Background: an optimization exercise with open tools, aiming at small area, a short achievable clock period and few clock cycles. Do not read the settings as production practice. RTL that was checked went through simulation tests only; none was proved equivalent to the original. Power is estimated from default activity; no workload was simulated.

Design kbd_scan_react, start of the top module:
module kbd_scan_react (
    input  wire        clk,
    input  wire        rst,
    input  wire        cmd_valid,
    input  wire [7:0]  cmd,
    output wire        cmd_ready,
    output reg  [7:0]  row_n,
    input  wire [7:0]  col_n,
    input  wire [31:0] rnd_data,
    output reg         rnd_take,
    output wire [17:0] ev,
    output reg         led_valid,
    output reg  [23:0] led_data,
    output reg         draw_valid,
    output reg  [1:0]  draw_sprite,
    output wire [2:0]  fault
);
For scale: ~3000 cells after synthesis, ~110 I/O pins.
clock: 14.0 ns
lec_check: 0
cap_margin: 20
core_margin: 2
core_utilization: 40
place_density: 0.6
slew_margin: 20
standard.sh (not shown) runs the stock make flow with config.mk's settings and CLKGATE_MAP_FILE= SYNTH_SCRIPT=/design/flow/synth_recipe.tcl, a recipe that flattens the netlist after the stock synthesis.
==> flow/flow/run.sh <==
#!/bin/bash
# Standard ORFS layout (standard synthesis), with timing repair aimed at a
# larger setup slack than the default so that the achieved period is short.
set -euo pipefail
bash standard.sh SETUP_SLACK_MARGIN=10 finish > standard.log 2>&1
The starting point ran to the end with no violations.
Change:
==> flow/run.sh (new file) <==
#!/bin/bash
# synth_recipe.tcl (not shown) runs the flow's synth.tcl, then flattens the netlist and writes it again
# the make line also repeats each setting of config.mk as NAME=value (left out here)
make -C /OpenROAD-flow-scripts/flow DESIGN_CONFIG=/design/flow/config.mk WORK_HOME=/design/flow/orfs CLKGATE_MAP_FILE= SYNTH_SCRIPT=/design/flow/synth_recipe.tcl finish
removed: flow/flow/run.sh
removed: flow/standard.sh
After rerunning: Maximum frequency falls by about 28%; hold slack stays flat; count of clock-buffer cells in the layout falls by 4; power falls by about 5.5%.
No functional check of the RTL was part of any run of this note.

========
Setup of job 4600:
Another version of the RTL of kbd_scan_react (not shown whole).
Size: about 3000 cells after synthesis, ~670 flip-flops, roughly 110 I/O pins.
clock: 14.0 ns
lec_check: 0
cap_margin: 20
core_margin: 2
core_utilization: 40
place_density: 0.6
slew_margin: 20
synth_hierarchical: 1
==> flow/flow/run.sh <==
#!/bin/bash
# Standard ORFS layout (standard synthesis, unchanged). Timing repair aims at a
# larger setup slack than the default so that the achieved period is short.
set -euo pipefail
bash standard.sh SETUP_SLACK_MARGIN=9.0 CTS_CLUSTER_SIZE=24 CTS_CLUSTER_DIAMETER=70 finish > standard.log 2>&1
Job 4600: PASS, flow complete, no timing, DRC or antenna violations
What job 9021 does differently from job 4600 at the input level:
-- flow/flow/run.sh --
<<< job 4600, line 5
bash standard.sh SETUP_SLACK_MARGIN=9.0 CTS_CLUSTER_SIZE=24 CTS_CLUSTER_DIAMETER=70 finish > standard.log 2>&1
>>> job 9021, line 5
bash standard.sh SETUP_SLACK_MARGIN=10 CTS_CLUSTER_SIZE=24 CTS_CLUSTER_DIAMETER=70 finish > standard.log 2>&1
--- outcome ---
- Cell count: higher on job 9021
- Where final critical delay including setup and external delays is concerned, job 4600 is outperformed by job 9021.
- Relative to job 4600, design area increased by 1.8% in job 9021.
- Run comparison: job 9021 worst setup path endpoint pmask[0]; job 4600 worst setup path endpoint sprite[0]
[inputs] job 5208 vs job 9021
-- flow/flow/run.sh --
<<< job 9021, line 5
bash standard.sh SETUP_SLACK_MARGIN=10 CTS_CLUSTER_SIZE=24 CTS_CLUSTER_DIAMETER=70 finish > standard.log 2>&1
>>> job 5208, line 5
bash standard.sh SETUP_SLACK_MARGIN=10.5 CTS_CLUSTER_SIZE=24 CTS_CLUSTER_DIAMETER=70 finish > standard.log 2>&1
Notes after the runs:
- Diff job 9021 -> job 5208 | reported clock group power | up by a few percent
- ~same critical path arrival in job 9021 and job 5208
- Summary: total chip power, job 5208 worse than job 9021
Here is what was changed in the inputs of job 7160 compared with job 5208.
-- flow/flow/run.sh --
<<< job 5208, line 5
bash standard.sh SETUP_SLACK_MARGIN=10.5 CTS_CLUSTER_SIZE=24 CTS_CLUSTER_DIAMETER=70 finish > standard.log 2>&1
>>> job 7160, line 5
bash standard.sh SETUP_SLACK_MARGIN=9.6 CTS_CLUSTER_SIZE=24 CTS_CLUSTER_DIAMETER=70 finish > standard.log 2>&1
### Flow results
- Delta (job 7160 minus job 5208): detailed router's first-iteration violation count rose 228, synthesis-to-layout area growth lost 6.6 points, total length of routed met3 wires went down, design area now sits lower.
- Job 7160: required time of the critical path is 3.27 ns lower than what job 5208 reported.
No run of this note included a check of the RTL's function; only the layout flow was run.

========
Another version of the RTL of kbd_scan_react (not shown whole).
Size in the first run: roughly 3,200 cells after synthesis, about 700 flip-flops, roughly 110 I/O pins, roughly 0.031 mm² of cells after synthesis.
export LEC_CHECK = 0
export CAP_MARGIN = 20
export CORE_MARGIN = 2
export CORE_UTILIZATION = 40
export PLACE_DENSITY = 0.6
export SLEW_MARGIN = 20
export SYNTH_HIERARCHICAL = 1
create_clock -name core_clock -period 14.0 [get_ports {clk}]
==> flow/flow/run.sh <==
#!/bin/bash
# Standard ORFS layout (standard synthesis, unchanged). Timing repair aims at a
# larger setup slack than the default so that the achieved period is short;
# ports get plain buffers.
set -euo pipefail
bash standard.sh SETUP_SLACK_MARGIN=10 CTS_CLUSTER_SIZE=24 CTS_CLUSTER_DIAMETER=70 "BUFFER_PORTS_ARGS=-buffer_cell sky130_fd_sc_hd__buf_4" finish > standard.log 2>&1
Testbench counts at the start, summed over its fixed seeds: cycles 1,040,346.
Change:
==> flow/flow/run.sh (replaced) <==
#!/bin/bash
# Standard ORFS layout with the standard synthesis, unchanged.  Timing repair
# aims at a larger setup slack than the default so that the achieved period is
# short; the clock tree uses larger leaf clusters; ports get plain buffers.
set -euo pipefail
bash standard.sh SETUP_SLACK_MARGIN=10 CTS_CLUSTER_SIZE=24 CTS_CLUSTER_DIAMETER=70 \
    "BUFFER_PORTS_ARGS=-buffer_cell sky130_fd_sc_hd__buf_2" finish > standard.log 2>&1
- CORE_UTILIZATION: 40 -> 45
- PLACE_DENSITY: 0.6 -> 0.65
Effect:
- The new run completed without violations
- hold slack stays flat
- critical path depth goes up by 1
- core utilization increases by 5.0 points
- sequential cell count does not change

========
kbd_scan_react again, from the RTL that the note above started with.
Settings: LEC_CHECK=0, CAP_MARGIN=20, CORE_MARGIN=2, CORE_UTILIZATION=40, PLACE_DENSITY=0.6, SLEW_MARGIN=20, SYNTH_HIERARCHICAL=1; clock period 14.0 ns.
==> flow/flow/run.sh <==
#!/bin/bash
# Standard ORFS layout (standard synthesis, unchanged). Timing repair aims at a
# larger setup slack than the default so that the achieved period is short;
# ports get plain buffers.
set -euo pipefail
bash standard.sh SETUP_SLACK_MARGIN=10 CTS_CLUSTER_SIZE=24 CTS_CLUSTER_DIAMETER=70 "BUFFER_PORTS_ARGS=-buffer_cell sky130_fd_sc_hd__buf_2" finish > standard.log 2>&1
The baseline completed without violations.
Testbench counts at the start, summed over its fixed seeds: cycles 1,040,346.
Change:
==> flow/flow/run.sh (replaced) <==
#!/bin/bash
# Standard ORFS layout with the standard synthesis, unchanged.  Timing repair
# aims at a larger setup slack than the default so that the achieved period is
# short; the clock tree uses larger leaf clusters; ports get plain buffers.
set -euo pipefail
bash standard.sh SETUP_SLACK_MARGIN=10 CTS_CLUSTER_SIZE=24 CTS_CLUSTER_DIAMETER=70 \
    "BUFFER_PORTS_ARGS=-buffer_cell sky130_fd_sc_hd__buf_2" finish > standard.log 2>&1
--- a/flow/config.mk
+++ b/flow/config.mk
@@ -10,2 +10,2 @@
-export CORE_UTILIZATION = 40
-export PLACE_DENSITY = 0.6
+export CORE_UTILIZATION = 50
+export PLACE_DENSITY = 0.7
Result: The changed run completed without violations; via count rises by about 1.3%; combinational power barely changes; flip-flop and latch count does not change; hold slack improved by 0.0035 ns.
Change:
==> flow/flow/run.sh (replaced) <==
#!/bin/bash
# Standard ORFS layout (standard synthesis, unchanged). Timing repair aims at a
# larger setup slack than the default so that the achieved period is short.
set -euo pipefail
bash standard.sh SETUP_SLACK_MARGIN=10 CTS_CLUSTER_SIZE=24 CTS_CLUSTER_DIAMETER=70 finish > standard.log 2>&1
--- a/flow/config.mk
+++ b/flow/config.mk
@@ -10,2 +10,2 @@
-export CORE_UTILIZATION = 50
-export PLACE_DENSITY = 0.7
+export CORE_UTILIZATION = 40
+export PLACE_DENSITY = 0.6
Die area increases by 25%.
Area after synthesis is unchanged.
Worst setup slack gets better by 0.076 ns.
Utilization drops by 10 points.
Power grows by about 0.9%.
Sequential power stays flat.
Wire length goes up by about 4%.
Clock-buffer cell count is lower by 1.
Global-route usage goes down by 3.3 points.
Sequential share of layout area shrinks by 0.81 points.

========
Setup of job 7693:
RTL: one of the versions met above, not the one the previous note started from.
Size: about 670 flip-flops, roughly 110 I/O pins, about 0.029 sq mm of cells after synthesis.
==> flow/config.mk <==
export PLATFORM = sky130hd
export DESIGN_NAME = kbd_scan_react
export DESIGN_NICKNAME = kbd_scan_react
export VERILOG_FILES = /design/flow/design.v
export SDC_FILE = /design/flow/constraint.sdc
export NUM_CORES = 8
export LEC_CHECK = 0
export CAP_MARGIN = 20
export CORE_MARGIN = 2
export CORE_UTILIZATION = 40
export PLACE_DENSITY = 0.6
export SLEW_MARGIN = 20
export SYNTH_HIERARCHICAL = 1
==> flow/constraint.sdc <==
create_clock -name core_clock -period 14.0 [get_ports {clk}]
set_input_delay 2.8000 -clock core_clock [delete_from_list [all_inputs] [get_ports {clk}]]
set_output_delay 2.8000 -clock core_clock [all_outputs]
set_load 0.01 [all_outputs]
==> flow/flow/run.sh <==
#!/bin/bash
# Standard ORFS layout (standard synthesis, unchanged). Timing repair aims at a
# larger setup slack than the default so that the achieved period is short.
set -euo pipefail
bash standard.sh SETUP_SLACK_MARGIN=10.25 CTS_CLUSTER_SIZE=24 CTS_CLUSTER_DIAMETER=70 finish > standard.log 2>&1
Job 7693 ended with every stage complete and zero timing, DRC or antenna violations.
## Diff of input files: job 1675 against job 7693
-- flow/flow/run.sh --
<<< job 7693, line 4
set -euo pipefail
bash standard.sh SETUP_SLACK_MARGIN=10.25 CTS_CLUSTER_SIZE=24 CTS_CLUSTER_DIAMETER=70 finish > standard.log 2>&1
>>> job 1675, line 4
set -euo pipefail
bash standard.sh SETUP_SLACK_MARGIN=10 CTS_CLUSTER_SIZE=40 CTS_CLUSTER_DIAMETER=60 finish > standard.log 2>&1
Results
- Job 1675: no failed stages, no open violations at the end
- Job 7693: PASS, flow complete, no timing, DRC or antenna violations
- Taking job 7693 as the reference, in job 1675 wire length on met3 has decreased, cell count has decreased, layout-stage area growth over the synthesis result has decreased.
- Taking job 7693 as the reference point, the total power of job 1675 rises by about 2%.
- | detail-routed net length per standard cell | job 1675 vs job 7693 | about 1% lower |
- Post-route met1 wirelength ends up lower on job 1675.
No functional check of the RTL was part of any run of this note.

========
Another version of the RTL of kbd_scan_react (not shown whole).
For scale: ~3000 cells after synthesis, roughly 110 I/O pins, roughly 29000 sq um of cells after synthesis.
Settings: LEC_CHECK=0, CAP_MARGIN=20, CORE_MARGIN=2, CORE_UTILIZATION=40, PLACE_DENSITY=0.6, SLEW_MARGIN=20, SYNTH_HIERARCHICAL=1; clock period 14.0 ns.
==> flow/flow/run.sh <==
#!/bin/bash
# Standard ORFS layout (standard synthesis, unchanged). Timing repair aims at a
# larger setup slack than the default so that the achieved period is short.
set -euo pipefail
bash standard.sh SETUP_SLACK_MARGIN=10 CTS_CLUSTER_SIZE=24 CTS_CLUSTER_DIAMETER=70 finish > standard.log 2>&1
Rerun with:
==> flow/flow/run.sh (replaced) <==
#!/bin/bash
# Standard ORFS layout (standard synthesis, unchanged). Timing repair aims at a
# larger setup slack than the default so that the achieved period is short.
set -euo pipefail
bash standard.sh SETUP_SLACK_MARGIN=10.5 CTS_CLUSTER_SIZE=24 CTS_CLUSTER_DIAMETER=70 finish > standard.log 2>&1
The new run completed without violations.
Wire length grows by a few percent.
Register-to-register slack is better by 0.10 ns.
Die area stays the same.
Synthesized cell count is unchanged.
Clock skew shrinks by 0.0064 ns.
Setup slack is better by 0.029 ns.
Synthesized area stays the same.
Power grows slightly.
Cell count grows slightly.
Sequential cell count does not change.
No functional check of the RTL was part of any run of this note.

========
Setup of before:
Another version of the RTL of kbd_scan_react (not shown whole).
Size: about 110 I/O pins.
==> flow/config.mk <==
export PLATFORM = sky130hd
export DESIGN_NAME = kbd_scan_react
export DESIGN_NICKNAME = kbd_scan_react
export VERILOG_FILES = /design/flow/design.v
export SDC_FILE = /design/flow/constraint.sdc
export NUM_CORES = 8
export LEC_CHECK = 0
export CAP_MARGIN = 20
export CORE_MARGIN = 2
export CORE_UTILIZATION = 40
export PLACE_DENSITY = 0.6
export SLEW_MARGIN = 20
==> flow/constraint.sdc <==
create_clock -name core_clock -period 14.0 [get_ports {clk}]
set_input_delay 2.8000 -clock core_clock [delete_from_list [all_inputs] [get_ports {clk}]]
set_output_delay 2.8000 -clock core_clock [all_outputs]
set_load 0.01 [all_outputs]
==> flow/flow/run.sh <==
#!/bin/bash
# Standard ORFS layout (standard synthesis, unchanged). Timing repair aims at a
# larger setup slack than the default so that the achieved period is short.
set -euo pipefail
bash standard.sh SETUP_SLACK_MARGIN=10 CTS_CLUSTER_SIZE=24 CTS_CLUSTER_DIAMETER=70 finish > standard.log 2>&1
Setup changes, before to after
-- flow/flow/run.sh --
<<< before, line 4
set -euo pipefail
bash standard.sh SETUP_SLACK_MARGIN=10 CTS_CLUSTER_SIZE=24 CTS_CLUSTER_DIAMETER=70 finish > standard.log 2>&1
>>> after, line 4
set -euo pipefail
bash standard.sh SETUP_SLACK_MARGIN=10 finish > standard.log 2>&1
[summary]
Reported for before and after, adder and majority gate portion of the synthesized area turned out identical to the last digit. after: global-route wire length before repair 1.8% above before. The vertical die dimension on after is in line with that on before. For the worst ir drop on vdd, after came in about 19% higher than before did. Diff before..after | area taken by flip-flops and latches | negligible. Delta(worst relative slew slack, after - before) < 0.
No run of this note included a check of the RTL's function; only the layout flow was run.

========
## the previous run
Another version of the RTL of kbd_scan_react (not shown whole).
Size in the first run: roughly 3000 cells after synthesis, about 700 flip-flops, about 110 I/O pins, ~29000 sq um of cells after synthesis.
clock: 14.0 ns
lec_check: 0
cap_margin: 20
core_margin: 2
core_utilization: 40
place_density: 0.6
slew_margin: 20
==> flow/flow/run.sh <==
#!/bin/bash
# Standard ORFS layout (standard synthesis, unchanged). Timing repair aims at a
# larger setup slack than the default so that the achieved period is short.
set -euo pipefail
bash standard.sh SETUP_SLACK_MARGIN=10 CORE_UTILIZATION=65 PLACE_DENSITY=0.8 finish > standard.log 2>&1
Inputs modified between the previous run and the current run:
diff --git a/flow/flow/run.sh b/flow/flow/run.sh
--- a/flow/flow/run.sh
+++ b/flow/flow/run.sh
@@ -5 +5 @@
-bash standard.sh SETUP_SLACK_MARGIN=10 CORE_UTILIZATION=65 PLACE_DENSITY=0.8 finish > standard.log 2>&1
+bash standard.sh SETUP_SLACK_MARGIN=10 finish > standard.log 2>&1
[summary]
- The final layout from the current run, which completed every stage, passed the timing, design-rule and antenna checks at the end of the flow.
- Per the comparison of the current run with the previous run, overall power of the completed layout higher, clock-buffer cell count higher, sum of routed wire length over all layers lower, non-clock buffer count lower.
- In the floorplan summary, the current run is listed with a die area greater than that of the previous run.
- Detailed-routing wirelength on met1, the previous run and the current run: larger value in the current run
- The previous run and the current run ended up with nearly the same number of H-tree levels.
No run of this note included a check of the RTL's function; only the layout flow was run.

========
Another version of the RTL of kbd_scan_react (not shown whole).
Size in the first run: ~3,100 cells after synthesis, roughly 690 flip-flops, about 110 I/O pins, about 0.030 mm^2 of cells after synthesis.
clock: 14.0 ns
lec_check: 0
cap_margin: 20
core_margin: 2
core_utilization: 40
place_density: 0.6
slew_margin: 20
synth_hierarchical: 1
==> flow/flow/run.sh <==
#!/bin/bash
# Standard ORFS layout (standard synthesis, unchanged). Timing repair aims at a
# larger setup slack than the default so that the achieved period is short.
set -euo pipefail
bash standard.sh SETUP_SLACK_MARGIN=10 CTS_CLUSTER_SIZE=24 CTS_CLUSTER_DIAMETER=70 finish > standard.log 2>&1
Edit:
SYNTH_HIERARCHICAL = not set   (was 1)
After rerunning:
- die area went down by 2.0%
- final area shrinks by 0.74%
- non-clock buffer count rose by 20
- clock skew rose by 13 ps
- register-to-register slack degrades by 90 ps
No run of this note included a check of the RTL's function; only the layout flow was run.

-- separate check: timing with driven ports --
How much do the figures lean on ideal ports? The routed layouts below were timed once more, with nothing changed but the port constraints.
Step 1 sets driving cells, clkbuf_16 on the clock port and buf_2 on the other inputs (assumed; they add their load-dependent delay and slew).
Step 2 moves the port delays by t, midway between the first and last clock arrival at a register: inputs arrive t later, outputs are due t later. That takes back most of the time a late clock gives input paths.
a / b / c = no drivers / after step 1 / after step 2; a / b = the first two.
run | t (ns) | setup WS [ns] | worst hold slack (ns) | pins driven straight from the clock port
the first run of note 1 | 0.674 | 7.351 / 7.351 / 7.351 | 0.312 / 0.312 / 0.312 | 1
the second run of note 1 | 0.669 | 4.731 / 4.731 / 4.731 | 0.315 / 0.315 / 0.315 | 1
job 4600 | 0.655 | 9.179 / 9.219 / 8.565 | 0.310 / 0.310 / 0.310 | 1
job 9021 | 0.651 | 9.965 / 9.980 / 9.330 | 0.316 / 0.316 / 0.316 | 1
job 5208 | 0.663 | 9.999 / 10.014 / 9.351 | 0.323 / 0.323 / 0.323 | 1
job 7160 | 0.656 | 9.632 / 9.571 / 9.085 | 0.326 / 0.326 / 0.326 | 1
the first run of note 3 | 0.663 | 10.025 / 9.979 / 9.321 | 0.317 / 0.317 / 0.317 | 1
the second run of note 3 | 0.661 | 9.962 / 9.937 / 9.277 | 0.319 / 0.319 / 0.319 | 1
the first run of note 4 | 0.657 | 9.997 / 9.917 / 9.260 | 0.315 / 0.315 / 0.315 | 1
the second run of note 4 | 0.659 | 9.954 / 9.881 / 9.222 | 0.319 / 0.319 / 0.319 | 1
the third run of note 4 | 0.659 | 10.031 / 9.991 / 9.339 | 0.318 / 0.318 / 0.318 | 1
job 7693 | 0.667 | 9.965 / 9.968 / 9.300 | 0.318 / 0.318 / 0.318 | 1
job 1675 | 0.650 | 9.857 / 9.870 / 9.220 | 0.313 / 0.313 / 0.313 | 1
the first run of note 6 | 0.669 | 9.630 / 9.599 / 8.930 | 0.324 / 0.324 / 0.324 | 1
the second run of note 6 | 0.669 | 9.658 / 9.676 / 9.007 | 0.312 / 0.312 / 0.312 | 1
before | 0.667 | 9.769 / 9.782 / 9.115 | 0.309 / 0.309 / 0.309 | 1
after | 0.688 | 9.814 / 9.814 / 9.150 | 0.306 / 0.306 / 0.306 | 1
the previous run | 0.665 | 9.298 / 9.298 / 8.946 | 0.319 / 0.319 / 0.319 | 1
the current run | 0.684 | 9.592 / 9.614 / 8.930 | 0.316 / 0.316 / 0.316 | 1
the first run of note 9 | 0.651 | 10.018 / 9.940 / 9.290 | 0.314 / 0.314 / 0.314 | 1
the second run of note 9 | 0.679 | 9.741 / 9.761 / 9.081 | 0.312 / 0.312 / 0.312 | 1
After both steps every run listed still meets setup and hold. For the first run of note 4, which loses most, drivers alone change the setup slack by -0.080 ns; drivers and shift together by -0.737 ns.
